Background: an optimization exercise with open tools, aiming at small area, a short achievable clock period and few clock cycles. Do not read the settings as production practice.
Where RTL was checked, it was by simulation tests only, not by an equivalence proof against the original.
No functional check of the RTL was part of run 5.
Power figures rest on the tool's default switching activity, not on a simulated workload.

==> design/flow/design.v <==
module pse_clamp (
    input  wire signed [31:0] v,
    input  wire [11:0]        hi,
    output wire [11:0]        c
);
    wire over = (v[30:12] != 19'd0) || (v[11:0] > hi);
    assign c = v[31] ? 12'd0 :
               over  ? hi    :
                       v[11:0];
endmodule
module pse_u2f #(
    parameter W  = 32,
    parameter LW = 6
) (
    input  wire [W-1:0]  val,
    output wire [W-1:0]  mant,
    output reg  [LW-1:0] lz
);
    integer i;
    always @* begin
        lz = W - 1;
        for (i = 0; i < W; i = i + 1)
            if (val[i]) lz = W - 1 - i;
    end
    assign mant = val << lz;
endmodule
module pse_query (
    input  wire               clk,
    input  wire               rst,
    input  wire               start,
    input  wire [2:0]         op,
    input  wire signed [31:0] qx0,
    input  wire signed [31:0] qy0,
    input  wire signed [31:0] qx1,
    input  wire signed [31:0] qy1,
    input  wire [12:0]        tab_w,
    input  wire [12:0]        tab_h,
    output wire               ready,
    output reg                done,
    output reg                fault,
    output reg  [31:0]        res_u32,
    output wire [63:0]        res_f64,
    output reg  [11:0]        rect_x0,
    output reg  [11:0]        rect_y0,
    output reg  [11:0]        rect_x1,
    output reg  [11:0]        rect_y1,
    output reg                mem_req,
    output reg                mem_tab,
    output reg  [23:0]        mem_addr,
    input  wire [31:0]        mem_rdata
);
    localparam OP_QSUM = 3'd0, OP_QAVG = 3'd1, OP_QNZC = 3'd2, OP_QNZAVG = 3'd3,
               OP_TRDS = 3'd4, OP_TRDN = 3'd5;
    localparam K    = 4;                           
    localparam NCYC = 56 / K;                      
    reg               l_full;
    reg [2:0]         l_op;
    reg signed [31:0] l_x0, l_y0, l_x1, l_y1;
    reg [12:0]        l_w, l_h;
    assign ready = !l_full;
    wire [32:0]        dx   = {l_x1[31], l_x1} - {l_x0[31], l_x0};
    wire [32:0]        dy   = {l_y1[31], l_y1} - {l_y0[31], l_y0};
    wire               x_sw = dx[32];
    wire               y_sw = dy[32];
    wire signed [31:0] nx0 = x_sw ? l_x1 : l_x0;
    wire signed [31:0] nx1 = x_sw ? l_x0 : l_x1;
    wire signed [31:0] ny0 = y_sw ? l_y1 : l_y0;
    wire signed [31:0] ny1 = y_sw ? l_y0 : l_y1;
    wire [11:0] wmax = l_w[11:0] - 12'd1;
    wire [11:0] hmax = l_h[11:0] - 12'd1;
    wire [11:0] cx0, cx1, cy0, cy1;
    pse_clamp u_cx0 (.v(nx0), .hi(wmax), .c(cx0));
    pse_clamp u_cx1 (.v(nx1), .hi(wmax), .c(cx1));
    pse_clamp u_cy0 (.v(ny0), .hi(hmax), .c(cy0));
    pse_clamp u_cy1 (.v(ny1), .hi(hmax), .c(cy1));
    wire [32:0] qw = x_sw ? ~dx + 33'd2 : dx + 33'd1;     
    wire [32:0] qh = y_sw ? ~dy + 33'd2 : dy + 33'd1;
    wire        xen = (cx0 != 12'd0);
    wire        yen = (cy0 != 12'd0);
    wire trd_oob = l_x0[31] || (l_x0[30:12] != 19'd0) || (l_x0[11:0] > wmax) ||
                   l_y0[31] || (l_y0[30:12] != 19'd0) || (l_y0[11:0] > hmax);
    wire l_trd   = (l_op == OP_TRDS) || (l_op == OP_TRDN);
    wire l_fault = (l_op[2:1] == 2'b11) || (l_trd && trd_oob);
    wire l_qavg  = (l_op == OP_QAVG);
    wire [3:0] tmask = {xen && yen, yen, xen, 1'b1};
    reg  [7:0] l_mask;
    always @* begin
        case (l_op)
            OP_QSUM, OP_QAVG: l_mask = {4'd0, tmask};
            OP_QNZC:          l_mask = {tmask, 4'd0};
            OP_QNZAVG:        l_mask = {tmask, tmask};
            OP_TRDN:          l_mask = 8'h10;
            default:          l_mask = 8'h01;      
        endcase
    end
    reg        i_act;         
    reg        i_started;     
    reg        i_mpend;       
    reg        i_noreq;       
    reg [7:0]  i_mask;        
    reg [11:0] i_x1, i_y1, i_x0m, i_y0m;
    reg [12:0] i_w;
    reg        i_avg, i_qavg, i_nzavg, i_nzsel, i_fault;
    wire [7:0] t_one  = i_mask & (~i_mask + 8'd1);
    wire [7:0] m_next = i_mask & ~t_one;
    wire [1:0] t_sub  = {t_one[2] | t_one[3] | t_one[6] | t_one[7],
                         t_one[1] | t_one[3] | t_one[5] | t_one[7]};
    wire       t_nz   = |t_one[7:4];
    wire       t_last = (m_next == 8'd0);
    wire [11:0] t_x   = (t_sub == 2'd0 || t_sub == 2'd2) ? i_x1 : i_x0m;
    wire [11:0] t_y   = (t_sub == 2'd0 || t_sub == 2'd1) ? i_y1 : i_y0m;
    wire        t_neg = (t_sub == 2'd1 || t_sub == 2'd2);
    wire        t_first = (t_sub == 2'd0);
    reg [1:0]  au_n;          
    reg        au_cmpl;       
    reg [31:0] acc_s, acc_n;
    reg        p_valid, p_neg, p_nz, p_first, p_last, p_cst;
    reg        a_valid, a_neg, a_nz, a_first, a_last, a_cst;
    reg        m_avg, m_qavg, m_nzavg, m_nzsel, m_fault;
    reg [11:0] m_rx0, m_ry0, m_rx1, m_ry1;
    reg        m_prod_ok;     
    wire [31:0] acc_o  = a_nz ? acc_n : acc_s;
    wire [31:0] acc_nx = a_first ? mem_rdata : a_neg ? acc_o - mem_rdata : acc_o + mem_rdata;
    reg        m2_v;          
    reg        m2_fault;
    reg [31:0] m2_u32;
    reg [11:0] m2_rx0, m2_ry0, m2_rx1, m2_ry1;
    reg [52:0] m_prod;
    reg [6:0]  m_pexp;
    reg        mu_busy, mu_fin;
    reg        mu_nrm;         
    reg [32:0] mu_w;           
    reg [33:0] mu_h;           
    reg [32:0] mu_acc;
    reg [4:0]  mu_cnt;         
    reg signed [7:0] mu_exp;
    wire [32:0] wn;
    wire [5:0]  wlz;
    pse_u2f #(.W(33), .LW(6)) u_wn (.val(mu_w), .mant(wn), .lz(wlz));
    reg  [5:0]  hlen;          
    integer hi;
    always @* begin
        hlen = 6'd0;
        for (hi = 0; hi < 34; hi = hi + 1)
            if (mu_h[hi]) hlen = hi + 1;
    end
    wire [33:0] mu_s1 = {1'b0, mu_acc} + (mu_h[0] ? {1'b0, mu_w} : 34'd0);
    wire [33:0] mu_s2 = {1'b0, mu_s1[33:1]} + (mu_h[1] ? {1'b0, mu_w} : 34'd0);
    wire [66:0] mu_v = {mu_acc, mu_h};
    reg  [52:0] pr_m;
    reg         pr_g, pr_s;
    reg  [7:0]  pr_e;
    reg  [53:0] pr_r;
    reg  [52:0] pr_mant;
    reg  [7:0]  pr_exp;
    always @* begin
        if (mu_v[66]) begin
            pr_m = mu_v[66:14]; pr_g = mu_v[13]; pr_s = |mu_v[12:0];
            pr_e = mu_exp + 8'sd32;
        end else if (mu_v[65]) begin
            pr_m = mu_v[65:13]; pr_g = mu_v[12]; pr_s = |mu_v[11:0];
            pr_e = mu_exp + 8'sd31;
        end else begin
            pr_m = mu_v[64:12]; pr_g = mu_v[11]; pr_s = |mu_v[10:0];
            pr_e = mu_exp + 8'sd30;
        end
        pr_r = {1'b0, pr_m} + {53'd0, pr_g & (pr_s | pr_m[0])};
        if (pr_r[53]) begin
            pr_mant = {1'b1, 52'd0};
            pr_exp  = pr_e + 8'd1;
        end else begin
            pr_mant = pr_r[52:0];
            pr_exp  = pr_e;
        end
    end
    reg             be_busy;
    reg [4:0]       be_cnt;       
    reg [55:0]      be_ws, be_wc;  
    reg [55:0]      be_qp;         
    reg [52:0]      be_d;
    reg signed [7:0] be_e;
    reg             be_zero;
    reg             be_inx;       
    reg             be_top;       
    reg [3:0]       be_est;       
    wire [31:0] sn;
    wire [4:0]  slz;
    pse_u2f #(.W(32), .LW(5)) u_sn (.val(acc_s), .mant(sn), .lz(slz));
    wire [31:0] nn;
    wire [4:0]  nlz;
    pse_u2f #(.W(32), .LW(5)) u_nn (.val(acc_n), .mant(nn), .lz(nlz));
    wire [55:0] dv_d = {3'b000, be_d};
    reg  [55:0] dv_s, dv_c, dv_a, dv_ys, dv_yc;
    reg  [3:0]  dv_est, dv_ep, dv_ez, dv_en;
    reg  [K-1:0] dv_qp, dv_qn;
    integer k;
    function [3:0] nxt_est(input [4:0] ys, input [4:0] yc, input [4:0] a);
        nxt_est = (ys[4:1] ^ yc[4:1] ^ a[4:1]) +
                  ((ys[3:0] & yc[3:0]) | (ys[3:0] & a[3:0]) | (yc[3:0] & a[3:0]));
    endfunction
    always @* begin
        dv_s   = be_ws;
        dv_c   = be_wc;
        dv_est = be_est;
        for (k = 0; k < K; k = k + 1) begin
            dv_ys = {dv_s[54:0], 1'b0};
            dv_yc = {dv_c[54:0], 1'b0};
            dv_qp[K-1-k] = !dv_est[3];
            dv_qn[K-1-k] = dv_est[3] && (dv_est != 4'b1111);
            dv_ep = nxt_est(dv_ys[54:50], dv_yc[54:50], ~dv_d[54:50]);
            dv_ez = nxt_est(dv_ys[54:50], dv_yc[54:50], 5'd0);
            dv_en = nxt_est(dv_ys[54:50], dv_yc[54:50], dv_d[54:50]);
            dv_a  = dv_qp[K-1-k] ? ~dv_d : dv_qn[K-1-k] ? dv_d : 56'd0;
            dv_s  = dv_ys ^ dv_yc ^ dv_a;
            dv_c  = {(dv_ys[54:0] & dv_yc[54:0]) | (dv_ys[54:0] & dv_a[54:0]) |
                     (dv_yc[54:0] & dv_a[54:0]), dv_qp[K-1-k]};
            dv_est = dv_qp[K-1-k] ? dv_ep : dv_qn[K-1-k] ? dv_en : dv_ez;
        end
    end
    wire [K-1:0] dv_z   = ~(dv_qp | dv_qn);
    reg          dv_neg, dv_zero;
    always @* begin
        dv_neg  = 1'b0;
        dv_zero = 1'b1;
        for (k = K - 1; k >= 0; k = k - 1) begin
            dv_neg  = dv_neg | (dv_zero & dv_qn[k]);
            dv_zero = dv_zero & dv_z[k];
        end
    end
    wire [K-1:0] dv_lo  = dv_qp - dv_qn;
    wire [55:0] be_qm  = be_qp - 56'd1;
    wire [55:0] otf_q  = dv_neg ? {be_qm[55-K:0], dv_lo} : {be_qp[55-K:0], dv_lo};
    wire [55:0] fn_w   = be_ws + be_wc;
    wire        fn_neg = fn_w[55];
    wire [55:0] fn_q   = fn_neg ? be_qm : be_qp;
    wire [55:0] fn_s3  = be_ws ^ be_wc ^ dv_d;
    wire [55:0] fn_c3  = {(be_ws[54:0] & be_wc[54:0]) | (be_ws[54:0] & dv_d[54:0]) |
                          (be_wc[54:0] & dv_d[54:0]), 1'b0};
    wire        fn_z0  = ((be_ws ^ be_wc) == {(be_ws[54:0] | be_wc[54:0]), 1'b0});
    wire        fn_z1  = ((fn_s3 ^ fn_c3) == {(fn_s3[54:0] | fn_c3[54:0]), 1'b0});
    wire        fn_inx = !(fn_z0 || fn_z1);
    wire [52:0] r_mant = be_qp[55:3];
    wire        r_g    = be_qp[2];
    wire        r_s    = (|be_qp[1:0]) | be_inx;
    wire [53:0] r_rnd  = {1'b0, r_mant} + {53'd0, r_g & (r_s | r_mant[0])};
    wire [10:0] r_bexp = {{3{be_e[7]}}, be_e} + 11'd1022 + {10'd0, be_top} + {10'd0, r_rnd[53]};
    assign res_f64 = be_zero ? 64'd0 : {1'b0, r_bexp, r_rnd[51:0]};
    wire first_ok = (au_n == 2'd0) ||
                    (au_n == 2'd1 && (!m_qavg || m_prod_ok) &&
                     (m2_v ? (!be_busy || be_cnt == 5'd0) :
                             (!m_avg || !be_busy || be_cnt <= 5'd1)));
    wire issue    = i_act && (i_started || first_ok);
    wire copy_now = a_valid && a_cst;
    wire i_free   = (!i_act || (issue && t_last)) &&
                    (!i_mpend || copy_now) && !(issue && !i_started);
    wire prep     = l_full && i_free && (!l_qavg || !mu_busy);
    wire m_out    = (au_n != 2'd0) && au_cmpl && !m2_v;
    wire hand     = m_out && !be_busy && (!m_qavg || m_prod_ok);
    wire mv       = m_out && be_busy && !m_avg;      
    wire m2_out   = m2_v && !be_busy;
    wire h_zero   = (acc_s == 32'd0) || (m_nzavg && acc_n == 32'd0);
    always @(posedge clk) begin
        if (rst) begin
            l_full    <= 1'b0;
            i_act     <= 1'b0;
            i_started <= 1'b0;
            i_mpend   <= 1'b0;
            mem_req   <= 1'b0;
            p_valid   <= 1'b0;
            a_valid   <= 1'b0;
            au_n      <= 2'd0;
            au_cmpl   <= 1'b0;
            m_qavg    <= 1'b0;
            m_prod_ok <= 1'b0;
            m2_v      <= 1'b0;
            mu_busy   <= 1'b0;
            mu_fin    <= 1'b0;
            be_busy   <= 1'b0;
            done      <= 1'b0;
            fault     <= 1'b0;
        end else begin
            done <= 1'b0;
            if (!l_full && start) begin
                l_full <= 1'b1;
                l_op   <= op;
                l_x0   <= qx0;
                l_y0   <= qy0;
                l_x1   <= qx1;
                l_y1   <= qy1;
                l_w    <= tab_w;
                l_h    <= tab_h;
            end else if (prep) begin
                l_full <= 1'b0;
            end
            mem_req <= 1'b0;
            p_valid <= issue;
            if (issue) begin
                mem_req   <= !i_noreq;
                mem_tab   <= t_nz;
                mem_addr  <= t_y * i_w + {12'd0, t_x};
                p_neg     <= t_neg;
                p_nz      <= t_nz;
                p_first   <= t_first;
                p_last    <= t_last;
                p_cst     <= !i_started;
                i_mask    <= m_next;
                i_started <= 1'b1;
                if (t_last) i_act <= 1'b0;
            end
            if (issue && !i_started) i_mpend <= 1'b1;
            else if (copy_now)       i_mpend <= 1'b0;
            if (prep) begin
                i_act     <= 1'b1;
                i_started <= 1'b0;
                i_mask    <= l_mask;
                i_noreq   <= l_fault;
                i_x1      <= l_trd ? l_x0[11:0] : cx1;
                i_y1      <= l_trd ? l_y0[11:0] : cy1;
                i_x0m     <= cx0 - 12'd1;
                i_y0m     <= cy0 - 12'd1;
                i_w       <= l_w;
                i_avg     <= !l_fault && (l_op == OP_QAVG || l_op == OP_QNZAVG);
                i_qavg    <= l_op == OP_QAVG;
                i_nzavg   <= l_op == OP_QNZAVG;
                i_nzsel   <= l_op == OP_QNZC || l_op == OP_QNZAVG || l_op == OP_TRDN;
                i_fault   <= l_fault;
            end
            if (prep && l_qavg) begin
                mu_busy <= 1'b1;
                mu_fin  <= 1'b0;
                mu_nrm  <= 1'b1;
                mu_w    <= qw;
                mu_h    <= {1'b0, qh};
                mu_acc  <= 33'd0;
            end else if (mu_busy && mu_nrm) begin
                mu_nrm  <= 1'b0;
                mu_w    <= wn;
                mu_exp  <= -$signed({2'b00, wlz});
                mu_cnt  <= hlen[5:1] + {4'd0, hlen[0]};
            end else if (mu_busy && !mu_fin) begin
                mu_acc  <= mu_s2[33:1];
                mu_h    <= {mu_s2[0], mu_s1[0], mu_h[33:2]};
                mu_exp  <= mu_exp + 8'sd2;
                mu_cnt  <= mu_cnt - 5'd1;
                mu_fin  <= (mu_cnt == 5'd1);
            end
            a_valid <= p_valid;
            a_neg   <= p_neg;
            a_nz    <= p_nz;
            a_first <= p_first;
            a_last  <= p_last;
            a_cst   <= p_cst;
            if (a_valid) begin
                if (a_nz) acc_n <= acc_nx;
                else      acc_s <= acc_nx;
            end
            if (copy_now) begin
                m_avg     <= i_avg;
                m_qavg    <= i_qavg;
                m_nzavg   <= i_nzavg;
                m_nzsel   <= i_nzsel;
                m_fault   <= i_fault;
                m_rx0     <= i_x0m + 12'd1;
                m_ry0     <= i_y0m + 12'd1;
                m_rx1     <= i_x1;
                m_ry1     <= i_y1;
                m_prod_ok <= 1'b0;
            end else if (m_qavg && !m_prod_ok && mu_busy && mu_fin) begin
                m_prod    <= pr_mant;
                m_pexp    <= pr_exp[6:0];
                m_prod_ok <= 1'b1;
                mu_busy   <= 1'b0;
            end
            case ({issue && !i_started, hand || mv})
                2'b10:   au_n <= au_n + 2'd1;
                2'b01:   au_n <= au_n - 2'd1;
                default: ;
            endcase
            if (a_valid && a_last) au_cmpl <= 1'b1;
            else if (hand || mv)   au_cmpl <= 1'b0;
            if (mv) begin
                m2_v     <= 1'b1;
                m2_u32   <= m_nzsel ? acc_n : acc_s;
                m2_rx0   <= m_rx0;
                m2_ry0   <= m_ry0;
                m2_rx1   <= m_rx1;
                m2_ry1   <= m_ry1;
                m2_fault <= m_fault;
            end else if (m2_out) begin
                m2_v     <= 1'b0;
            end
            if (m2_out) begin
                res_u32 <= m2_u32;
                rect_x0 <= m2_rx0;
                rect_y0 <= m2_ry0;
                rect_x1 <= m2_rx1;
                rect_y1 <= m2_ry1;
                fault   <= m2_fault;
                done    <= 1'b1;
            end
            if (hand) begin
                res_u32 <= m_nzsel ? acc_n : acc_s;
                rect_x0 <= m_rx0;
                rect_y0 <= m_ry0;
                rect_x1 <= m_rx1;
                rect_y1 <= m_ry1;
                fault   <= m_fault;
                be_zero <= 1'b1;
                if (!m_avg || h_zero) begin
                    done <= 1'b1;
                end else begin
                    be_zero <= 1'b0;
                    be_busy <= 1'b1;
                    be_cnt  <= NCYC;
                    be_ws   <= {4'd0, sn, 20'd0};      
                    be_wc   <= 56'd0;
                    be_est  <= 4'b0001;
                    be_qp   <= 56'd0;
                    if (m_qavg) begin
                        be_d <= m_prod;
                        be_e <= $signed({3'b000, 5'd31 - slz}) - $signed({1'b0, m_pexp});
                    end else begin
                        be_d <= {nn, 21'd0};
                        be_e <= $signed({3'b000, 5'd31 - slz}) - $signed({3'b000, 5'd31 - nlz});
                    end
                end
            end else if (be_busy) begin
                if (be_cnt != 5'd0) begin
                    be_ws  <= dv_s;
                    be_wc  <= dv_c;
                    be_est <= dv_est;
                    be_qp  <= otf_q;
                    be_cnt <= be_cnt - 5'd1;
                end else begin
                    be_qp   <= fn_q[55] ? fn_q : {fn_q[54:0], 1'b0};
                    be_top  <= fn_q[55];
                    be_inx  <= fn_inx;
                    be_busy <= 1'b0;
                    done    <= 1'b1;
                end
            end
        end
    end
endmodule
==> design/flow/run.sh <==
#!/bin/bash
# synth_recipe.tcl (not shown) runs the flow's synth.tcl, then flattens the netlist and writes it again
# the make line also repeats each setting of config.mk as NAME=value (left out here)
make -C /OpenROAD-flow-scripts/flow DESIGN_CONFIG=/design/flow/config.mk WORK_HOME=/design/flow/orfs CLKGATE_MAP_FILE= SYNTH_SCRIPT=/design/flow/synth_recipe.tcl finish
==> design/flow/config.mk <==
export PLATFORM = sky130hd
export DESIGN_NAME = pse_query
export DESIGN_NICKNAME = pse_query
export VERILOG_FILES = /design/flow/design.v
export SDC_FILE = /design/flow/constraint.sdc
export NUM_CORES = 4
export LEC_CHECK = 0
export CAP_MARGIN = 0
export CORE_MARGIN = 2
export CORE_UTILIZATION = 40
export SETUP_SLACK_MARGIN = 5
export SLEW_MARGIN = 0
==> design/flow/constraint.sdc <==
create_clock -name core_clock -period 12.0 [get_ports {clk}]
set_input_delay 2.4000 -clock core_clock [delete_from_list [all_inputs] [get_ports {clk}]]
set_output_delay 2.4000 -clock core_clock [all_outputs]
set_load 0.01 [all_outputs]
==> results.cfg, run 1 <==
[grt]
grt_usage_pct = 24.0
grt_remaining_overflow = 0
grt_pass1_wl_um = 408000
grt_max_degree = 93
grt_pass1_vias = 68000
antenna_found_initial = 16

[drt]
wl_um = 270000
drc = 0
drtIter0Drc = 5543
via_per_inst = 5.63
vias = 69600
wl_per_cell_um = 21.9
antenna_left = 0
drt_first_pass_iters = 6

[finish]
final_cell_mix = edfxtp_1 (954), nand2_1 (860), inv_1 (848)
drive_gt1_share_pct = 8.96
register_area_um2 = 29000
fin_nets = 10600
fill_cells = 20000
area.growth.synth_to_final_pct = 15.2
multi_input_area_um2 = 52400
final_common_cell = edfxtp_1
finish.utilization_pct = 46.4

[cts]
cts_tree = done
root_buffer = clkbuf_16
cts_buffers = 114
cts.sinks = 972
ctsHoldBuffers = 0
clkTransAtPathRegs_ps = 60
clockBufferDepth = 3
cts_max_level = 3
clk_latency_ps = 780

[floorplan]
core_um2 = 212000
die_w_um = 466
fp.dieH_um = 466
ios = 365
start_util_pct = 40.2
dieArea_um2 = 217000
num_rows = 169

[logic_synthesis]
synthesis.nets = 10300
ys_ff_latch = 972
syn_inst = 9162
avgSynthCellArea_um2 = 9.32
synth_cell_types = 100
async_reset_ff_share_pct = 0
yosys.area.top_type = edfxtp_1
ys_seq_area_share_pct = 34.0
synth_edf_count = 954
syn_area_um2 = 85400
yosys.area.top_type_share_pct = 33.6
synth_area_leaders = edfxtp_1 (34%), fa_1 (9.7%), ha_1 (8.3%), xnor2_1 (4.3%), nand2_1 (3.8%)
synth_top_flop_cell = edfxtp_1
ys_warn_count = 3

[critical_path]
critPathMaxStageDelay_ps = 550
worstSetupEndpointType = flip-flop
crit-reg2reg-launch = i_mask[6]
r2r-end = mem_addr[22]
path_delay_family = adder cells
cpMaxStageDelayCell = fa_1
crit_fanout = 7
arrival_ps = 7470
path_buf_inv = 9
crit_end = mem_addr[22]
reg2reg_depth = 34
crit_type = flip-flop to flip-flop
cp-start-kind = flip-flop
r2r_slack_ps = 5050
cpMostUsedCell = fa_1
startpoint = i_mask[6]
critPathRequiredTime_ps = 12520
cp.depth = 34

[power]
p_leak_nw = 39.4
power_density_nw_per_um2 = 124
finalPower_mw = 12.2
max-vdd-ir-drop_v = 0.000487

[timing]
fin_crit_sh_pct = 57.9
slew-limit-headroom_pct = 18.3
whs_ps = 423
worst_slew_pin_slew_ps = 1190
clock_skew_ps = 30.2
period_minus_slack_ps = 6950
finalSetupViolations = 0
rsz0062_at_grt = true
setup_ws_ps = 5050
setup_tns_ps = 0
hold_violations = 0
max_clock_freq_mhz = 144
drv_slew = 0

[placement]
io_buffers = 362
place_ws_ps = 2650
gp_congestion = 0.935
dpl.hpwl_um = 202000

[outcome]
outcome = complete, no violations

[run]
cap_violations = 0

[min_path]
hold_path_class = flip-flop to flip-flop
==> where the power goes <==
part           total (mW)  switching, mW  internal, mW
Sequential           4.08         0.0862          3.99
Combinational        4.40           2.35          2.05
Clock                3.72           1.54          2.18
==> metrics by stage <==
step | instance area, um^2 | std cells
after detailed placement | 91700 | 11900
final | 98300 | 12400
after global placement | 91700 | 11900
after floorplan | 85500 | 9162
after CTS | 96800 | 12200
after global routing | 98300 | 12300
==> per-layer routing <==
metal  GRT usage [%]  vias up  routed length, um
met5               0        -                 66
met4            7.88       10               9690
met3            3.28      496              16500
met2            40.5     2414             129000
met1            31.7    34100             115000
li1                -    32600                  -
==> final cells by class <==
| cell class | instances | area share [%] |
|---|---|---|
| clock inverters | 83 | 1.06 |
| diodes | 12 | 0.0305 |
| flip-flops and latches | 972 | 29.5 |
| well taps | 2821 | 3.59 |
| inverters | 869 | 3.34 |
| multi-input cells | 6837 | 53.2 |
| repair buffers | 624 | 6.26 |
| clock buffers | 134 | 2.99 |
==> worst register-to-register path: cells and delay by family, from the launching register on <==
family / cells / cell delay (ps)
xor gates and xnor gates: 1 / 90
muxes: 1 / 350
and+or+nand+nor: 8 / 880
adders and majority gates: 7 / 3000
buffers and inverters: 9 / 710
AOI/OAI and AO/OA: 8 / 1300
DFF: 1 / 360
==> flip-flops by register name, indices dropped and copies added, names as in the netlist, 13 cells and up <==
| name | cells |
|---|---|
| m_prod | 53 |
| be_ws | 56 |
| l_y0 | 32 |
| be_wc | 55 |
| mem_addr | 24 |
| l_w | 13 |
| acc_n | 32 |
| m2_u32 | 32 |
| mu_h | 34 |
| l_x0 | 32 |
| l_y1 | 32 |
| be_d | 53 |
| mu_acc | 33 |
| acc_s | 32 |
| mu_w | 33 |
| res_u32 | 32 |
| l_x1 | 32 |
| i_w | 13 |
| be_qp | 56 |
==> how the worst min path moves through the flow <==
stage | start | end | slack [ps] | depth (start not counted)
2_1_floorplan | p_cst | a_cst | 400 | 0
3_3_place_gp | p_cst | a_cst | 400 | 0
3_5_place_dp | p_neg | a_neg | 410 | 0
4_1_cts | p_cst | a_cst | 430 | 0
5_1_grt | p_first | a_first | 430 | 0
6_report | p_first | a_first | 420 | 0
==> repair_timing <==
item,CTS,global route
pin swaps,26,76
cloned,10,13
setup endpoints to repair,218,193
setup buffers,71,81
resized for setup,104,147
==> cells in the mapped netlist, types with 22 or more instances <==
| library cell | instances |
|---|---|
| a211oi_1 | 78 |
| a21o_1 | 109 |
| a21oi_1 | 563 |
| a22o_1 | 32 |
| a31oi_1 | 50 |
| and2_1 | 235 |
| and3_1 | 62 |
| buf_1 | 40 |
| buf_2 | 22 |
| clkbuf_1 | 426 |
| edfxtp_1 | 954 |
| fa_1 | 415 |
| ha_1 | 569 |
| inv_1 | 863 |
| mux2_2 | 147 |
| mux2i_1 | 304 |
| nand2_1 | 870 |
| nand2b_1 | 76 |
| nand3_1 | 201 |
| nand4_1 | 67 |
| nor2_1 | 757 |
| nor2b_1 | 112 |
| nor3_1 | 168 |
| nor4_1 | 118 |
| o211ai_1 | 25 |
| o21a_1 | 67 |
| o21ai_0 | 518 |
| o21bai_1 | 40 |
| o22ai_1 | 64 |
| o31ai_1 | 53 |
| or2_2 | 26 |
| or3_1 | 63 |
| or4_1 | 23 |
| xnor2_1 | 415 |
| xor2_1 | 234 |
==> logic make-up after synthesis <==
family,count (synthesis),synth area share (%)
xor+xnor,650,6.69
other cells,1,0.00439
flops,972,34.0
mux,451,5.50
buf+inv,1360,6.03
simple gates,2861,15.9
fa+ha+maj,986,18.1
compound gates,1881,13.8
Testbench counts, summed over its fixed seeds: cycles 34,915.
==> run 2: changes to the inputs <==
--- a/design/flow/config.mk
+++ b/design/flow/config.mk
@@ -7,3 +7,3 @@
 export LEC_CHECK = 0
-export CAP_MARGIN = 0
+export CAP_MARGIN = 20
 export CORE_MARGIN = 2
@@ -11,2 +11,2 @@
 export SETUP_SLACK_MARGIN = 5
-export SLEW_MARGIN = 0
+export SLEW_MARGIN = 20
==> results.cfg, run 2 <==
[timing]
rsz0062_at_grt = true
max_clock_freq_mhz = 146
slew-limit-headroom_pct = 17.9
finalSetupViolations = 0
whs_ps = 424
period_minus_slack_ps = 6830
setup_ws_ps = 5170
fin_crit_sh_pct = 56.9
setup_tns_ps = 0
drv_slew = 0
clock_skew_ps = 44.0
hold_violations = 0
worst_slew_pin_slew_ps = 1200

[floorplan]
core_um2 = 212000
start_util_pct = 40.2
die_w_um = 466
fp.dieH_um = 466
dieArea_um2 = 217000
num_rows = 169
ios = 365

[cts]
clk_latency_ps = 780
cts_max_level = 3
ctsHoldBuffers = 0
cts.sinks = 972
cts_tree = done
clockBufferDepth = 3
clkTransAtPathRegs_ps = 60
cts_buffers = 113
root_buffer = clkbuf_16

[logic_synthesis]
yosys.area.top_type_share_pct = 33.6
yosys.area.top_type = edfxtp_1
syn_area_um2 = 85400
synth_top_flop_cell = edfxtp_1
synth_area_leaders = edfxtp_1 (34%), fa_1 (9.7%), ha_1 (8.3%), xnor2_1 (4.3%), nand2_1 (3.8%)
ys_ff_latch = 972
ys_warn_count = 3
avgSynthCellArea_um2 = 9.32
yosysMostFrequentCell = edfxtp_1
async_reset_ff_share_pct = 0
synth_edf_count = 954
synth_cell_types = 100
ys_seq_area_share_pct = 34.0
synthesis.nets = 10300
syn_inst = 9162
ys_top_cells_by_count = edfxtp_1 (954), nand2_1 (870), inv_1 (863)

[finish]
largestRegisters = be_qp: 56 flops, be_ws: 56 flops, be_wc: 55 flops
area.growth.synth_to_final_pct = 14.8
stdcell_count = 12300
final_common_cell = edfxtp_1
final_cell_mix = edfxtp_1 (954), nand2_1 (857), inv_1 (849)
fin_nets = 10600
drive_gt1_share_pct = 8.71

[critical_path]
critPathMaxStageDelay_ps = 540
cp-start-kind = flip-flop
cpMaxStageDelayCell = fa_1
crit_type = flip-flop to flip-flop
critPathRequiredTime_ps = 12510
arrival_ps = 7350
crit_fanout = 8
cpMostUsedCell = fa_1
worstSetupEndpointType = flip-flop

[drt]
via_per_inst = 5.62
wl_per_cell_um = 21.8
drt_first_pass_iters = 6
drc = 0
antenna_left = 0
vias = 69200
drtIter0Drc = 5691
wl_um = 269000

[grt]
grt_remaining_overflow = 0
grt_usage_pct = 24.1
grt_max_degree = 93
antenna_found_initial = 20
grt_pass1_wl_um = 408000
grt_pass1_vias = 67800

[outcome]
outcome = complete, no violations

[power]
power_density_nw_per_um2 = 125
finalPower_mw = 12.2
max-vdd-ir-drop_v = 0.000552
p_leak_nw = 39.1

[placement]
dpl.hpwl_um = 202000
io_buffers = 362
gp_congestion = 0.935
dp_cells = 11900
place_ws_ps = 3030

[min_path]
hold_path_class = flip-flop to flip-flop

[run]
cap_violations = 0
run 2: cell counts after synthesis:
No cell type changed its count.
run 2: critical path: cells and delay by family, from the launching register on:
family	cells	cell delay, ps
AOI/OAI and AO/OA	8	1300
xor gates and xnor gates	1	90
adders and majority gates	7	2950
buffers and inverters	7	580
DFF	1	430
muxes	1	370
and+or+nand+nor	8	860
run 2: cells by family after synthesis:
family | Yosys count | synth area share [%]
buffers and inverters | 1360 | 6.03
flip-flops | 972 | 34.0
XOR/XNOR | 650 | 6.69
multiplexers | 451 | 5.50
AO/OA/AOI/OAI | 1881 | 13.8
AND/OR/NAND/NOR | 2861 | 15.9
adder cells (fa/ha/maj) | 986 | 18.1
other | 1 | 0.00439
run 2: layer usage:
metal | vias up | track usage, % | wire length, um
li1 | 32500 | - | -
met1 | 33800 | 31.7 | 114000
met2 | 2363 | 40.7 | 128000
met3 | 503 | 3.25 | 16700
met4 | 18 | 8.17 | 10100
met5 | - | 0 | 115
run 2: timing repair:
item                       CTS  global route
gates cloned                10             6
pin swaps                   29            70
setup endpoints to repair  218           192
setup buffers               73            56
resized for setup          100           146
run 2: power breakdown:
part	switching (mW)	leakage [nW]	internal [mW]
logic	2.36	28.5	2.13
registers	0.0858	8.80	3.99
clock network	1.53	1.87	2.12
total	3.98	39.1	8.23
run 2: worst paths after layout:
kind | depth (start not counted) | start | to | slack [ps]
min | 0 | p_first | a_first | 420
max reg2reg | 32 | i_mask[7] | mem_addr[22] | 5170
max | 32 | i_mask[7] | mem_addr[22] | 5170
min reg2reg | 0 | p_first | a_first | 420
run 2: layout make-up:
cell class | instances | area (um^2)
fill | 20100 | 114000
multi-input combinational | 6835 | 52400
sequential | 972 | 29000
timing repair buffer | 596 | 5850
tap | 2821 | 3530
inverter | 869 | 3290
clock buffer | 127 | 2900
clock inverter | 83 | 986
antenna | 9 | 22.5
run 2: per-stage QoR:
step / instance area (um^2) / util, %
after floorplan: 85500 / -
after CTS: 96800 / 45.6
after global routing: 97900 / 46.2
final: 98000 / 46.2
after detailed placement: 91700 / 43.2
after global placement: 91700 / 43.2
==> run 3: changes to the inputs <==
--- a/design/flow/design.v
+++ b/design/flow/design.v
@@ -3,8 +3,10 @@
     input  wire [11:0]        hi,
-    output wire [11:0]        c
+    output wire [11:0]        c,
+    output wire               oob
 );
     wire over = (v[30:12] != 19'd0) || (v[11:0] > hi);
-    assign c = v[31] ? 12'd0 :
-               over  ? hi    :
-                       v[11:0];
+    assign c   = v[31] ? 12'd0 :
+                 over  ? hi    :
+                         v[11:0];
+    assign oob = v[31] || over;
 endmodule
@@ -64,13 +66,14 @@
     wire               y_sw = dy[32];
-    wire signed [31:0] nx0 = x_sw ? l_x1 : l_x0;
-    wire signed [31:0] nx1 = x_sw ? l_x0 : l_x1;
-    wire signed [31:0] ny0 = y_sw ? l_y1 : l_y0;
-    wire signed [31:0] ny1 = y_sw ? l_y0 : l_y1;
     wire [11:0] wmax = l_w[11:0] - 12'd1;
     wire [11:0] hmax = l_h[11:0] - 12'd1;
-    wire [11:0] cx0, cx1, cy0, cy1;
-    pse_clamp u_cx0 (.v(nx0), .hi(wmax), .c(cx0));
-    pse_clamp u_cx1 (.v(nx1), .hi(wmax), .c(cx1));
-    pse_clamp u_cy0 (.v(ny0), .hi(hmax), .c(cy0));
-    pse_clamp u_cy1 (.v(ny1), .hi(hmax), .c(cy1));
+    wire [11:0] kx0, kx1, ky0, ky1;
+    wire        ox0, oy0;
+    pse_clamp u_kx0 (.v(l_x0), .hi(wmax), .c(kx0), .oob(ox0));
+    pse_clamp u_kx1 (.v(l_x1), .hi(wmax), .c(kx1), .oob());
+    pse_clamp u_ky0 (.v(l_y0), .hi(hmax), .c(ky0), .oob(oy0));
+    pse_clamp u_ky1 (.v(l_y1), .hi(hmax), .c(ky1), .oob());
+    wire [11:0] cx0 = x_sw ? kx1 : kx0;
+    wire [11:0] cx1 = x_sw ? kx0 : kx1;
+    wire [11:0] cy0 = y_sw ? ky1 : ky0;
+    wire [11:0] cy1 = y_sw ? ky0 : ky1;
     wire [32:0] qw = x_sw ? ~dx + 33'd2 : dx + 33'd1;     
@@ -79,4 +82,3 @@
     wire        yen = (cy0 != 12'd0);
-    wire trd_oob = l_x0[31] || (l_x0[30:12] != 19'd0) || (l_x0[11:0] > wmax) ||
-                   l_y0[31] || (l_y0[30:12] != 19'd0) || (l_y0[11:0] > hmax);
+    wire trd_oob = ox0 || oy0;
     wire l_trd   = (l_op == OP_TRDS) || (l_op == OP_TRDN);
@@ -127,4 +129,2 @@
     reg [11:0] m2_rx0, m2_ry0, m2_rx1, m2_ry1;
-    reg [52:0] m_prod;
-    reg [6:0]  m_pexp;
     reg        mu_busy, mu_fin;
@@ -138,3 +138,4 @@
     wire [5:0]  wlz;
-    pse_u2f #(.W(33), .LW(6)) u_wn (.val(mu_w), .mant(wn), .lz(wlz));
+    wire        nz_norm;
+    pse_u2f #(.W(33), .LW(6)) u_wn (.val(nz_norm ? {1'b0, acc_n} : mu_w), .mant(wn), .lz(wlz));
     reg  [5:0]  hlen;          
@@ -188,5 +189,2 @@
     pse_u2f #(.W(32), .LW(5)) u_sn (.val(acc_s), .mant(sn), .lz(slz));
-    wire [31:0] nn;
-    wire [4:0]  nlz;
-    pse_u2f #(.W(32), .LW(5)) u_nn (.val(acc_n), .mant(nn), .lz(nlz));
     wire [55:0] dv_d = {3'b000, be_d};
@@ -261,2 +259,3 @@
     wire h_zero   = (acc_s == 32'd0) || (m_nzavg && acc_n == 32'd0);
+    assign nz_norm = hand && m_avg && !h_zero && !m_qavg;
     always @(posedge clk) begin
@@ -316,4 +315,4 @@
                 i_noreq   <= l_fault;
-                i_x1      <= l_trd ? l_x0[11:0] : cx1;
-                i_y1      <= l_trd ? l_y0[11:0] : cy1;
+                i_x1      <= l_trd ? kx0 : cx1;
+                i_y1      <= l_trd ? ky0 : cy1;
                 i_x0m     <= cx0 - 12'd1;
@@ -334,3 +333,3 @@
                 mu_acc  <= 33'd0;
-            end else if (mu_busy && mu_nrm) begin
+            end else if (mu_busy && mu_nrm && !nz_norm) begin
                 mu_nrm  <= 1'b0;
@@ -368,6 +367,3 @@
             end else if (m_qavg && !m_prod_ok && mu_busy && mu_fin) begin
-                m_prod    <= pr_mant;
-                m_pexp    <= pr_exp[6:0];
                 m_prod_ok <= 1'b1;
-                mu_busy   <= 1'b0;
             end
@@ -391,2 +387,3 @@
             end
+            if (hand && m_qavg) mu_busy <= 1'b0;      
             if (m2_out) begin
@@ -419,7 +416,7 @@
                     if (m_qavg) begin
-                        be_d <= m_prod;
-                        be_e <= $signed({3'b000, 5'd31 - slz}) - $signed({1'b0, m_pexp});
+                        be_d <= pr_mant;
+                        be_e <= $signed({3'b000, 5'd31 - slz}) - $signed({1'b0, pr_exp[6:0]});
                     end else begin
-                        be_d <= {nn, 21'd0};
-                        be_e <= $signed({3'b000, 5'd31 - slz}) - $signed({3'b000, 5'd31 - nlz});
+                        be_d <= {wn[32:1], 21'd0};
+                        be_e <= $signed({3'b000, 5'd31 - slz}) - $signed({2'b00, 6'd32 - wlz});
                     end
--- a/design/flow/config.mk
+++ b/design/flow/config.mk
@@ -12 +12,2 @@
 export SLEW_MARGIN = 20
+export TNS_END_PERCENT = 0
==> results.cfg, run 3 <==
[grt]
grt_usage_pct = 24.6
grt_pass1_wl_um = 393000
grt_pass1_vias = 64500
antenna_found_initial = 5
grt_remaining_overflow = 0
grt_max_degree = 107

[logic_synthesis]
syn_area_um2 = 81200
ys_top_cells_by_count = edfxtp_1 (894), nand2_1 (838), inv_1 (829)
ys_seq_area_share_pct = 33.5
yosys.area.top_type_share_pct = 33.0
yosys.area.top_type = edfxtp_1
synth_cell_types = 114
async_reset_ff_share_pct = 0
syn_inst = 8693
avgSynthCellArea_um2 = 9.35
yosysMostFrequentCell = edfxtp_1
ys_warn_count = 3
synth_edf_count = 894
ys_ff_latch = 912
synth_top_flop_cell = edfxtp_1
synthesis.nets = 9846
synth_area_leaders = edfxtp_1 (33%), fa_1 (10%), ha_1 (8.4%), xnor2_1 (4.4%), nand2_1 (3.9%)

[drt]
via_per_inst = 5.62
drc = 0
wl_um = 258000
vias = 65500
wl_per_cell_um = 22.1
drt_first_pass_iters = 9
antenna_left = 0
drtIter0Drc = 5930

[timing]
max_clock_freq_mhz = 141
slew-limit-headroom_pct = 24.2
drv_slew = 0
clock_skew_ps = 60.6
hold_violations = 0
setup_tns_ps = 0
finalSetupViolations = 0
period_minus_slack_ps = 7120
whs_ps = 419
fin_crit_sh_pct = 59.3
worst_slew_pin_slew_ps = 1110
rsz0062_at_grt = true
setup_ws_ps = 4880

[placement]
gp_congestion = 0.938
io_buffers = 362
postPlaceCellArea_um2 = 87300
place_ws_ps = 2220
dpl.hpwl_um = 197000

[power]
power_frac_seq_pct = 32.0
swShare_pct = 34.8
power.internal_mw = 8.02
power_density_nw_per_um2 = 134
power_frac_comb_pct = 40.2
p_leak_nw = 36.7
power.switching_mw = 4.29
power_frac_clock_pct = 27.8
max-vdd-ir-drop_v = 0.000574

[critical_path]
cp-start-kind = flip-flop
crit_end = be_d[49]
r2r-end = be_d[49]
worstSetupEndpointType = flip-flop
crit_type = flip-flop to flip-flop
r2r_slack_ps = 4880
arrival_ps = 7540
crit_fanout = 62
critPathMaxStageDelay_ps = 940
worstPathCellList = nor4_4, nand2_1, nor2_4, inv_2, o41a_1, nand4b_4, buf_4, mux2i_1, o311a_1, o31ai_4, buf_4, mux2i_1, mux2i_1, mux2i_1, a21oi_1, o21ai_1, o21ai_1
critPathRequiredTime_ps = 12420
crit-reg2reg-launch = acc_s[30]
cpMaxStageDelayCell = mux2i_1
path_delay_family = multiplexers
path_buf_inv = 3
reg2reg_depth = 17
startpoint = acc_s[30]
cp.depth = 17
cpMostUsedCell = mux2i_1

[floorplan]
fp.dieH_um = 455
ios = 365
die_w_um = 455
num_rows = 165
dieArea_um2 = 207000
core_um2 = 202000
start_util_pct = 40.2

[finish]
largestRegisters = be_qp: 56 flops, be_ws: 56 flops, be_wc: 55 flops
area.growth.synth_to_final_pct = 13.4
fill_cells = 19100
final_cell_mix = edfxtp_1 (894), nand2_1 (828), inv_1 (822)
final_common_cell = edfxtp_1
multi_input_area_um2 = 49700
register_area_um2 = 27200
fin_nets = 10000
stdcell_area_um2 = 92100
drive_gt1_share_pct = 7.43

[run]
cap_violations = 0

[cts]
clk_latency_ps = 780
cts_buffers = 110
cts.sinks = 912
root_buffer = clkbuf_16
cts_max_level = 3
ctsHoldBuffers = 0
clockBufferDepth = 3
clkTransAtPathRegs_ps = 60
cts_tree = done

[outcome]
outcome = complete, no violations

[min_path]
hold_path_class = flip-flop to flip-flop
==> run 3: cell count changes in the layout (fill, tap and decap cells not counted), moves of 24 or more <==
cell      change
a211oi_1     +34
a21oi_1      -51
and2_1       -40
buf_4        -41
edfxtp_1     -60
inv_1        -27
mux2i_1      -32
nand2_1      -29
nand3_1      -24
o21ai_0      -53
o22ai_1      +25
==> run 3: layer usage <==
metal | routed length (um) | global-route usage (%) | share of wire, % | vias to the layer above
met5 | 13 | 0 | 0.0050 | -
met4 | 10800 | 8.80 | 4.2 | 2
met1 | 109000 | 32.5 | 42 | 32000
met3 | 15200 | 3.17 | 5.9 | 463
li1 | - | - | - | 30800
met2 | 122000 | 41.2 | 47 | 2249
==> run 3: how the worst min path moves through the flow <==
stage	start	endpoint	slack [ps]	depth (start not counted)
finish	p_cst	a_cst	420	0
CTS	p_cst	a_cst	420	0
floorplan	p_cst	a_cst	400	0
detailed placement	p_last	a_last	410	0
global route	p_last	a_last	420	0
global placement	p_cst	a_cst	400	0
==> run 3: cell type report <==
| cell class | instances | share of cell area [%] |
|---|---|---|
| repair buffers | 529 | 5.49 |
| clock inverters | 75 | 0.883 |
| inverters | 836 | 3.42 |
| well taps | 2672 | 3.63 |
| diodes | 1 | 0.00272 |
| flip-flops and latches | 912 | 29.5 |
| clock buffers | 130 | 3.07 |
| multi-input cells | 6504 | 54.0 |
==> run 3: timing repair <==
item | 4_1_cts | 5_1_grt
gates cloned | 4 | 1
buffers inserted | 53 | 21
endpoints found under the setup margin | 202 | 217
pin swaps | 18 | 28
gates resized for setup | 87 | 54
==> run 3: logic make-up after synthesis <==
| logic type | count (synthesis) | share of synthesized area [%] |
|---|---|---|
| AOI/OAI and AO/OA | 1723 | 13.2 |
| xor gates and xnor gates | 643 | 6.95 |
| adders and majority gates | 963 | 18.7 |
| buffers and inverters | 1280 | 6.13 |
| DFF | 912 | 33.5 |
| muxes | 419 | 5.41 |
| other | 1 | 0.00462 |
| and+or+nand+nor | 2752 | 16.1 |
==> run 3: metrics by stage <==
stage / power (mW) / util [%] / std cells
after global placement: 8.49 / 43.2 / 11400
after global routing: 13.2 / 45.6 / 11700
final: 12.3 / 45.6 / 11700
after floorplan: 7.47 / - / 8693
after detailed placement: 8.60 / 43.2 / 11400
after CTS: 12.2 / 45.4 / 11600
==> run 3: power by group through the flow <==
stage	clock [mW]	combinational (mW)	sequential, mW
global route	3.61	5.65	3.95
detailed placement	0	4.59	4.01
floorplan	0	3.50	3.97
finish	3.43	4.94	3.94
CTS	3.49	4.74	3.94
global placement	0	4.48	4.01
Testbench counts of run 3, summed over its fixed seeds: cycles 34,997.
==> run 4: changes to the inputs <==
--- a/design/flow/config.mk
+++ b/design/flow/config.mk
@@ -12,2 +12 @@
 export SLEW_MARGIN = 20
-export TNS_END_PERCENT = 0
==> results.cfg, run 4 <==
[outcome]
outcome = finished with violations
failed_checks = antenna rules

[timing]
slew-limit-headroom_pct = 22.2
finalSetupViolations = 0
fin_crit_sh_pct = 57.4
setup_ws_ps = 5110
period_minus_slack_ps = 6890
drv_slew = 0
clock_skew_ps = 59.1
max_clock_freq_mhz = 145
setup_tns_ps = 0
whs_ps = 417
hold_violations = 0
rsz0062_at_grt = true
worst_slew_pin_slew_ps = 1130

[grt]
grt_usage_pct = 24.7
use_met1_pct = 32.2
grt_max_degree = 81
grt_pass1_vias = 64800
grt_pass1_wl_um = 395000
grt_most_used_layer = met2
antenna_found_initial = 4
grtUsageMet3_pct = 3.37
use_met2_pct = 41.3
grt_remaining_overflow = 0

[finish]
fin_nets = 10100
drive_gt1_share_pct = 9.07
fill_cells = 19000
stdcell_count = 11700
stdcell_area_um2 = 93400
largestRegisters = be_qp: 56 flops, be_ws: 56 flops, be_wc: 55 flops
final_cell_mix = edfxtp_1 (894), nand2_1 (820), inv_1 (811)
area.growth.synth_to_final_pct = 15.0
finish.utilization_pct = 46.2
final_common_cell = edfxtp_1

[power]
max-vdd-ir-drop_v = 0.000561
finalPower_mw = 12.5
power_density_nw_per_um2 = 134
p_leak_nw = 37.2

[cts]
ctsHoldBuffers = 0
cts_max_level = 3
cts.sinks = 912
cts_tree = done
clkTransAtPathRegs_ps = 60
clk_latency_ps = 790
cts_buffers = 109
clockBufferDepth = 3
root_buffer = clkbuf_16

[critical_path]
critPathRequiredTime_ps = 12520
cpMaxStageDelayCell = fa_1
crit_fanout = 8
arrival_ps = 7420
crit-reg2reg-launch = i_mask[5]
crit_type = flip-flop to flip-flop
worstSetupEndpointType = flip-flop
cp-start-kind = flip-flop
critPathMaxStageDelay_ps = 560
startpoint = i_mask[5]

[drt]
vias = 66200
drt_first_pass_iters = 5
antenna_left = 1
wl_per_cell_um = 22.3
wl_um = 262000
via_per_inst = 5.64
drc = 0
drtIter0Drc = 5851

[logic_synthesis]
ys_ff_latch = 912
synth_area_leaders = edfxtp_1 (33%), fa_1 (10%), ha_1 (8.4%), xnor2_1 (4.4%), nand2_1 (3.9%)
yosys.area.top_type = edfxtp_1
syn_area_um2 = 81200
yosysMostFrequentCell = edfxtp_1
synth_top_flop_cell = edfxtp_1
synth_cell_types = 114
synthesis.nets = 9846
avgSynthCellArea_um2 = 9.35
yosys.area.top_type_share_pct = 33.0
synth_edf_count = 894
syn_inst = 8693
ys_top_cells_by_count = edfxtp_1 (894), nand2_1 (838), inv_1 (829)
async_reset_ff_share_pct = 0
ys_seq_area_share_pct = 33.5
ys_warn_count = 3

[floorplan]
ios = 365
start_util_pct = 40.2
dieArea_um2 = 207000
core_um2 = 202000
fp.dieH_um = 455
die_w_um = 455
num_rows = 165

[placement]
place_ws_ps = 2630
postPlaceCellArea_um2 = 87300
io_buffers = 362
dpl.hpwl_um = 194000
dp_cells = 11400
gp_congestion = 0.952

[min_path]
hold_path_class = flip-flop to flip-flop
min_from = p_neg

[run]
cap_violations = 0
-- run 4: cell counts after synthesis --
Identical to the previous run, type by type.
-- run 4: power by group --
| part | internal (mW) | total, mW | switching [mW] |
|---|---|---|---|
| sequential | 3.84 | 3.94 | 0.107 |
| combinational | 2.42 | 5.27 | 2.85 |
| clock | 1.83 | 3.31 | 1.48 |
| total | 8.08 | 12.5 | 4.44 |
-- run 4: repair_timing --
action	4_1_cts	5_1_grt
setup endpoints to repair	211	199
pin swaps	46	87
buffers inserted	92	55
gates cloned	14	5
resized for setup	132	136
hold endpoints to repair	0	0
-- run 4: path summary, 6_finish.rpt --
check | to | slack [ps] | cells past startpoint
max | mem_addr[23] | 5110 | 31
min reg2reg | a_neg | 420 | 0
min | a_neg | 420 | 0
max reg2reg | mem_addr[23] | 5110 | 31
-- run 4: metal layers --
metal	up-vias	share of wire, %
met2	2305	47
met4	0	4.8
met1	32400	42
met3	500	6.0
li1	31000	-
met5	-	0
-- run 4: area by class of cell --
type                       instances  area, um^2  share of cell area [%]
tap                             2672        3340                    3.58
antenna                            7        17.5                  0.0188
inverter                         836        3160                    3.38
multi-input combinational       6511       50300                    53.8
timing repair buffer             602        5900                    6.31
clock inverter                    77         714                   0.765
sequential                       912       27200                    29.1
clock buffer                     124        2810                    3.00
-- run 4: worst max-delay path, delay by kind of cell, from the launching register on --
kind                     cells  cell delay (ps)
AO/OA/AOI/OAI               11             2100
multiplexers                 1              240
XOR/XNOR                     1               80
AND/OR/NAND/NOR              4              420
flip-flops                   1              410
buffers and inverters        7              530
adder cells (fa/ha/maj)      7             2830
-- run 4: kinds of logic (layout without fill, tap and decap cells) --
family	Yosys count	count (layout)	share of synthesized area, %
simple gates	2752	2757	16.1
compound gates	1723	1725	13.2
buf+inv	1280	1639	6.13
fa+ha+maj	963	963	18.7
flops	912	912	33.5
xor+xnor	643	643	6.95
mux	419	422	5.41
other cells	1	8	0.00462
==> run 5: changes to the inputs <==
--- a/design/flow/design.v
+++ b/design/flow/design.v
@@ -3,10 +3,8 @@
     input  wire [11:0]        hi,
-    output wire [11:0]        c,
-    output wire               oob
+    output wire [11:0]        c
 );
     wire over = (v[30:12] != 19'd0) || (v[11:0] > hi);
-    assign c   = v[31] ? 12'd0 :
-                 over  ? hi    :
-                         v[11:0];
-    assign oob = v[31] || over;
+    assign c = v[31] ? 12'd0 :
+               over  ? hi    :
+                       v[11:0];
 endmodule
@@ -57,40 +55,30 @@
     localparam NCYC = 56 / K;                      
-    reg               l_full;
-    reg [2:0]         l_op;
-    reg signed [31:0] l_x0, l_y0, l_x1, l_y1;
-    reg [12:0]        l_w, l_h;
-    assign ready = !l_full;
-    wire [32:0]        dx   = {l_x1[31], l_x1} - {l_x0[31], l_x0};
-    wire [32:0]        dy   = {l_y1[31], l_y1} - {l_y0[31], l_y0};
-    wire               x_sw = dx[32];
-    wire               y_sw = dy[32];
-    wire [11:0] wmax = l_w[11:0] - 12'd1;
-    wire [11:0] hmax = l_h[11:0] - 12'd1;
-    wire [11:0] kx0, kx1, ky0, ky1;
-    wire        ox0, oy0;
-    pse_clamp u_kx0 (.v(l_x0), .hi(wmax), .c(kx0), .oob(ox0));
-    pse_clamp u_kx1 (.v(l_x1), .hi(wmax), .c(kx1), .oob());
-    pse_clamp u_ky0 (.v(l_y0), .hi(hmax), .c(ky0), .oob(oy0));
-    pse_clamp u_ky1 (.v(l_y1), .hi(hmax), .c(ky1), .oob());
-    wire [11:0] cx0 = x_sw ? kx1 : kx0;
-    wire [11:0] cx1 = x_sw ? kx0 : kx1;
-    wire [11:0] cy0 = y_sw ? ky1 : ky0;
-    wire [11:0] cy1 = y_sw ? ky0 : ky1;
-    wire [32:0] qw = x_sw ? ~dx + 33'd2 : dx + 33'd1;     
-    wire [32:0] qh = y_sw ? ~dy + 33'd2 : dy + 33'd1;
+    wire [32:0] dx   = {qx1[31], qx1} - {qx0[31], qx0};
+    wire [32:0] dy   = {qy1[31], qy1} - {qy0[31], qy0};
+    wire signed [31:0] nx0 = dx[32] ? qx1 : qx0;
+    wire signed [31:0] nx1 = dx[32] ? qx0 : qx1;
+    wire signed [31:0] ny0 = dy[32] ? qy1 : qy0;
+    wire signed [31:0] ny1 = dy[32] ? qy0 : qy1;
+    wire [11:0] wmax = tab_w[11:0] - 12'd1;
+    wire [11:0] hmax = tab_h[11:0] - 12'd1;
+    wire [11:0] cx0, cx1, cy0, cy1;
+    pse_clamp u_cx0 (.v(nx0), .hi(wmax), .c(cx0));
+    pse_clamp u_cx1 (.v(nx1), .hi(wmax), .c(cx1));
+    pse_clamp u_cy0 (.v(ny0), .hi(hmax), .c(cy0));
+    pse_clamp u_cy1 (.v(ny1), .hi(hmax), .c(cy1));
     wire        xen = (cx0 != 12'd0);
     wire        yen = (cy0 != 12'd0);
-    wire trd_oob = ox0 || oy0;
-    wire l_trd   = (l_op == OP_TRDS) || (l_op == OP_TRDN);
-    wire l_fault = (l_op[2:1] == 2'b11) || (l_trd && trd_oob);
-    wire l_qavg  = (l_op == OP_QAVG);
+    wire c_trd   = (op == OP_TRDS) || (op == OP_TRDN);
+    wire trd_oob = qx0[31] || (qx0[30:12] != 19'd0) || (qx0[11:0] > wmax) ||
+                   qy0[31] || (qy0[30:12] != 19'd0) || (qy0[11:0] > hmax);
+    wire c_fault = (op[2:1] == 2'b11) || (c_trd && trd_oob);
     wire [3:0] tmask = {xen && yen, yen, xen, 1'b1};
-    reg  [7:0] l_mask;
+    reg  [7:0] c_mask;
     always @* begin
-        case (l_op)
-            OP_QSUM, OP_QAVG: l_mask = {4'd0, tmask};
-            OP_QNZC:          l_mask = {tmask, 4'd0};
-            OP_QNZAVG:        l_mask = {tmask, tmask};
-            OP_TRDN:          l_mask = 8'h10;
-            default:          l_mask = 8'h01;      
+        case (op)
+            OP_QSUM, OP_QAVG: c_mask = {4'd0, tmask};
+            OP_QNZC:          c_mask = {tmask, 4'd0};
+            OP_QNZAVG:        c_mask = {tmask, tmask};
+            OP_TRDN:          c_mask = 8'h10;
+            default:          c_mask = 8'h01;      
         endcase
@@ -100,2 +88,3 @@
     reg        i_mpend;       
+    reg        i_mul;         
     reg        i_noreq;       
@@ -104,2 +93,3 @@
     reg [12:0] i_w;
+    reg [32:0] i_dx, i_dy;    
     reg        i_avg, i_qavg, i_nzavg, i_nzsel, i_fault;
@@ -123,4 +113,2 @@
     reg        m_prod_ok;     
-    wire [31:0] acc_o  = a_nz ? acc_n : acc_s;
-    wire [31:0] acc_nx = a_first ? mem_rdata : a_neg ? acc_o - mem_rdata : acc_o + mem_rdata;
     reg        m2_v;          
@@ -129,2 +117,4 @@
     reg [11:0] m2_rx0, m2_ry0, m2_rx1, m2_ry1;
+    reg [52:0] m_prod;
+    reg [6:0]  m_pexp;
     reg        mu_busy, mu_fin;
@@ -136,6 +126,8 @@
     reg signed [7:0] mu_exp;
+    wire [32:0] i_wv = i_dx[32] ? ~i_dx + 33'd2 : i_dx + 33'd1;    
+    wire [32:0] i_hv = i_dy[32] ? ~i_dy + 33'd2 : i_dy + 33'd1;
+    wire        mu_load = i_mul && !mu_busy;
     wire [32:0] wn;
     wire [5:0]  wlz;
-    wire        nz_norm;
-    pse_u2f #(.W(33), .LW(6)) u_wn (.val(nz_norm ? {1'b0, acc_n} : mu_w), .mant(wn), .lz(wlz));
+    pse_u2f #(.W(33), .LW(6)) u_wn (.val(mu_w), .mant(wn), .lz(wlz));
     reg  [5:0]  hlen;          
@@ -189,2 +181,5 @@
     pse_u2f #(.W(32), .LW(5)) u_sn (.val(acc_s), .mant(sn), .lz(slz));
+    wire [31:0] nn;
+    wire [4:0]  nlz;
+    pse_u2f #(.W(32), .LW(5)) u_nn (.val(acc_n), .mant(nn), .lz(nlz));
     wire [55:0] dv_d = {3'b000, be_d};
@@ -252,4 +247,5 @@
     wire i_free   = (!i_act || (issue && t_last)) &&
-                    (!i_mpend || copy_now) && !(issue && !i_started);
-    wire prep     = l_full && i_free && (!l_qavg || !mu_busy);
+                    (!i_mpend || copy_now) && !(issue && !i_started) && !(i_mul && !mu_load);
+    wire accept   = start && i_free;
+    assign ready  = i_free;
     wire m_out    = (au_n != 2'd0) && au_cmpl && !m2_v;
@@ -259,6 +255,4 @@
     wire h_zero   = (acc_s == 32'd0) || (m_nzavg && acc_n == 32'd0);
-    assign nz_norm = hand && m_avg && !h_zero && !m_qavg;
     always @(posedge clk) begin
         if (rst) begin
-            l_full    <= 1'b0;
             i_act     <= 1'b0;
@@ -266,2 +260,3 @@
             i_mpend   <= 1'b0;
+            i_mul     <= 1'b0;
             mem_req   <= 1'b0;
@@ -281,14 +276,2 @@
             done <= 1'b0;
-            if (!l_full && start) begin
-                l_full <= 1'b1;
-                l_op   <= op;
-                l_x0   <= qx0;
-                l_y0   <= qy0;
-                l_x1   <= qx1;
-                l_y1   <= qy1;
-                l_w    <= tab_w;
-                l_h    <= tab_h;
-            end else if (prep) begin
-                l_full <= 1'b0;
-            end
             mem_req <= 1'b0;
@@ -310,19 +293,24 @@
             else if (copy_now)       i_mpend <= 1'b0;
-            if (prep) begin
+            if (accept) begin
                 i_act     <= 1'b1;
                 i_started <= 1'b0;
-                i_mask    <= l_mask;
-                i_noreq   <= l_fault;
-                i_x1      <= l_trd ? kx0 : cx1;
-                i_y1      <= l_trd ? ky0 : cy1;
+                i_mask    <= c_mask;
+                i_noreq   <= c_fault;
+                i_x1      <= c_trd ? qx0[11:0] : cx1;
+                i_y1      <= c_trd ? qy0[11:0] : cy1;
                 i_x0m     <= cx0 - 12'd1;
                 i_y0m     <= cy0 - 12'd1;
-                i_w       <= l_w;
-                i_avg     <= !l_fault && (l_op == OP_QAVG || l_op == OP_QNZAVG);
-                i_qavg    <= l_op == OP_QAVG;
-                i_nzavg   <= l_op == OP_QNZAVG;
-                i_nzsel   <= l_op == OP_QNZC || l_op == OP_QNZAVG || l_op == OP_TRDN;
-                i_fault   <= l_fault;
+                i_w       <= tab_w;
+                i_dx      <= dx;
+                i_dy      <= dy;
+                i_mul     <= op == OP_QAVG;
+                i_avg     <= op == OP_QAVG || op == OP_QNZAVG;
+                i_qavg    <= op == OP_QAVG;
+                i_nzavg   <= op == OP_QNZAVG;
+                i_nzsel   <= op == OP_QNZC || op == OP_QNZAVG || op == OP_TRDN;
+                i_fault   <= c_fault;
+            end else if (mu_load) begin
+                i_mul     <= 1'b0;
             end
-            if (prep && l_qavg) begin
+            if (mu_load) begin
                 mu_busy <= 1'b1;
@@ -330,6 +318,6 @@
                 mu_nrm  <= 1'b1;
-                mu_w    <= qw;
-                mu_h    <= {1'b0, qh};
+                mu_w    <= i_wv;
+                mu_h    <= {1'b0, i_hv};
                 mu_acc  <= 33'd0;
-            end else if (mu_busy && mu_nrm && !nz_norm) begin
+            end else if (mu_busy && mu_nrm) begin
                 mu_nrm  <= 1'b0;
@@ -352,4 +340,4 @@
             if (a_valid) begin
-                if (a_nz) acc_n <= acc_nx;
-                else      acc_s <= acc_nx;
+                if (a_nz) acc_n <= a_first ? mem_rdata : a_neg ? acc_n - mem_rdata : acc_n + mem_rdata;
+                else      acc_s <= a_first ? mem_rdata : a_neg ? acc_s - mem_rdata : acc_s + mem_rdata;
             end
@@ -367,3 +355,6 @@
             end else if (m_qavg && !m_prod_ok && mu_busy && mu_fin) begin
+                m_prod    <= pr_mant;
+                m_pexp    <= pr_exp[6:0];
                 m_prod_ok <= 1'b1;
+                mu_busy   <= 1'b0;
             end
@@ -387,3 +378,2 @@
             end
-            if (hand && m_qavg) mu_busy <= 1'b0;      
             if (m2_out) begin
@@ -416,7 +406,7 @@
                     if (m_qavg) begin
-                        be_d <= pr_mant;
-                        be_e <= $signed({3'b000, 5'd31 - slz}) - $signed({1'b0, pr_exp[6:0]});
+                        be_d <= m_prod;
+                        be_e <= $signed({3'b000, 5'd31 - slz}) - $signed({1'b0, m_pexp});
                     end else begin
-                        be_d <= {wn[32:1], 21'd0};
-                        be_e <= $signed({3'b000, 5'd31 - slz}) - $signed({2'b00, 6'd32 - wlz});
+                        be_d <= {nn, 21'd0};
+                        be_e <= $signed({3'b000, 5'd31 - slz}) - $signed({3'b000, 5'd31 - nlz});
                     end
--- a/design/flow/config.mk
+++ b/design/flow/config.mk
@@ -10,3 +10,3 @@
 export CORE_UTILIZATION = 40
-export SETUP_SLACK_MARGIN = 5
+export SETUP_SLACK_MARGIN = 4
 export SLEW_MARGIN = 20
==> results.cfg, run 5 <==
[outcome]
outcome = complete, no violations

[cts]
root_buffer = clkbuf_16
ctsHoldBuffers = 0
clockBufferDepth = 3
clk_latency_ps = 790
cts_max_level = 3
cts_buffers = 104
cts.sinks = 882
clkTransAtPathRegs_ps = 70
cts_tree = done

[floorplan]
num_rows = 168
core_um2 = 209000
die_w_um = 462
fp.dieH_um = 462
start_util_pct = 40.2
dieArea_um2 = 214000
ios = 365

[grt]
grt_max_degree = 109
grt_pass1_vias = 67600
antenna_found_initial = 29
grt_most_used_layer = met2
grt_remaining_overflow = 0
use_met2_pct = 42.3
grtUsageMet3_pct = 3.44
grt_usage_pct = 24.8
grt_pass1_wl_um = 410000
use_met1_pct = 31.9

[timing]
fin_crit_sh_pct = 64.9
max_clock_freq_mhz = 128
slew-limit-headroom_pct = 28.4
hold_violations = 0
period_minus_slack_ps = 7790
setup_tns_ps = 0
worst_slew_pin_slew_ps = 1070
rsz0062_at_grt = true
clock_skew_ps = 51.2
finalSetupViolations = 0
whs_ps = 415
drv_slew = 0

[finish]
drive_gt1_share_pct = 6.82
area.growth.synth_to_final_pct = 13.1
largestRegisters = be_qp: 56 flops, be_ws: 56 flops, be_wc: 55 flops
finish.utilization_pct = 45.4
final_cell_mix = nand2_1 (912), inv_1 (873), edfxtp_1 (864)
stdcell_count = 12300
stdcell_area_um2 = 95000
fill_cells = 20100
fin_nets = 10600
final_common_cell = nand2_1

[power]
power.switching_mw = 5.79
swShare_pct = 38.6
power_frac_clock_pct = 22.9
max-vdd-ir-drop_v = 0.00123
power_frac_comb_pct = 49.7
p_leak_nw = 38.4
power.internal_mw = 9.19
power_density_nw_per_um2 = 158
power_frac_seq_pct = 27.5

[min_path]
hold_path_class = flip-flop to flip-flop
hold_path_depth = 0

[critical_path]
critPathRequiredTime_ps = 12550
critPathMaxStageDelay_ps = 610
crit_fanout = 7
cpMaxStageDelayCell = clkdlybuf4s50_1
reg2reg_depth = 32
cp-start-kind = primary input
crit_type = primary input to flip-flop
arrival_ps = 8340
worstSetupEndpointType = flip-flop

[drt]
via_per_inst = 5.61
drt_first_pass_iters = 6
drc = 0
wl_per_cell_um = 21.8
vias = 69300
drtIter0Drc = 5518
antenna_left = 0
wl_um = 269000

[logic_synthesis]
yosys.area.top_type = edfxtp_1
avgSynthCellArea_um2 = 9.08
ys_ff_latch = 882
yosysMostFrequentCell = nand2_1
synth_area_leaders = edfxtp_1 (31%), fa_1 (9.9%), ha_1 (9.0%), xnor2_1 (4.1%), nand2_1 (4.1%)
syn_area_um2 = 84000
async_reset_ff_share_pct = 0
synth_cell_types = 105
ys_seq_area_share_pct = 31.3
synth_top_flop_cell = edfxtp_1
ys_top_cells_by_count = nand2_1 (913), inv_1 (882), edfxtp_1 (864)
syn_inst = 9248
ys_warn_count = 3
synth_edf_count = 864
yosys.area.top_type_share_pct = 30.9
synthesis.nets = 10500

[placement]
io_buffers = 362
gp_congestion = 0.971
dp_cells = 12100
postPlaceCellArea_um2 = 90400
dpl.hpwl_um = 207000

[run]
cap_violations = 0
run 5: cell count changes after synthesis, moves of 24 or more:
cell	before	now
inv_1	829	882
nand2_1	838	913
a211oi_1	110	69
xor2_1	230	279
mux2i_1	264	323
nor2_1	750	713
nand3_1	177	228
a21oi_1	494	582
o21bai_1	27	51
o22ai_1	89	62
o21ai_0	464	589
ha_1	546	601
a22o_1	13	41
edfxtp_1	894	864
run 5: cells by family (layout without fill, tap and decap cells):
| family | after synthesis | count (layout) | share of synthesized area (%) |
|---|---|---|---|
| compound gates | 1959 | 1960 | 14.3 |
| xor+xnor | 671 | 671 | 7.00 |
| fa+ha+maj | 1019 | 1019 | 18.9 |
| buf+inv | 1334 | 1609 | 6.08 |
| flops | 882 | 882 | 31.3 |
| mux | 471 | 471 | 5.89 |
| other cells | 1 | 13 | 0.00446 |
| simple gates | 2911 | 2915 | 16.6 |
run 5: worst paths after layout:
path | from | end | slack [ps]
worst min-delay path | p_first | a_first | 410
worst max register to register | be_d[51] | be_ws[41] | 4270
worst max-delay path | qy0[11] | i_mask[2] | 4210
worst min register to register | p_first | a_first | 410
run 5: repair_timing:
item,4_1_cts,5_1_grt
hold endpoints to repair,0,0
pin swaps,13,20
setup buffers,20,36
gates resized for setup,54,68
cloned,5,0
endpoints found under the setup margin,224,201
run 5: per-layer routing:
metal	share of wire (%)	up-vias
met5	0.083	-
met4	4.0	36
met3	6.0	466
met2	48	2247
met1	42	33700
li1	-	32800
run 5: final cells by class:
cell class | instances | area (um^2) | share of cell area, %
diodes | 12 | 30.0 | 0.0316
clock buffers | 110 | 2630 | 2.76
clock inverters | 85 | 1040 | 1.10
inverters | 891 | 3360 | 3.54
multi-input cells | 7037 | 53200 | 56.0
flip-flops and latches | 882 | 26300 | 27.7
well taps | 2805 | 3510 | 3.69
repair buffers | 523 | 4920 | 5.17
run 5: power by group through the flow:
stage / clock network [mW] / registers (mW) / logic (mW)
3_3_place_gp: 0 / 4.17 / 7.30
5_1_grt: 3.61 / 4.13 / 8.64
4_1_cts: 3.50 / 4.11 / 7.42
2_1_floorplan: 0 / 4.13 / 5.64
3_5_place_dp: 0 / 4.18 / 7.33
6_report: 3.43 / 4.11 / 7.44
run 5: critical path: cells and delay by family:
kind                       cells  cell delay [ps]
AOI/OAI and AO/OA             14             2950
and+or+nand+nor                7             1310
buffers and inverters          3              890
adders and majority gates      3              810
run 5: metrics by stage:
step,total power [mW],worst slack [ps]
detailed placement,11.5,1780
CTS,15.0,3920
finish,15.0,4210
global placement,11.5,1820
global route,16.4,3950
floorplan,9.78,4010

[port drivers added, routing unchanged]
No port has a modelled driver above. Below, the same layouts with a new extraction and two added sets of constraints. Step 1, drivers: a clkbuf_16 drives clk and a buf_2 each remaining input, both assumed. Step 2, shift: input delay + t, output delay - t, t = (earliest + latest rising clock arrival at the registers) / 2. This alone moves slack from input paths to output paths. Three values: ideal ports, drivers, drivers and shift; two values: the first two.
run | shift t [ns] | setup slack, ns
run 1 | 0.867 | 5.055 / 5.055 / 4.469
run 2 | 0.847 | 5.167 / 5.166 / 4.530
run 3 | 0.839 | 4.883 / 4.809 / 4.201
run 4 | 0.854 | 5.107 / 5.107 / 4.619
run 5 | 0.849 | 4.209 / 4.197 / 3.348
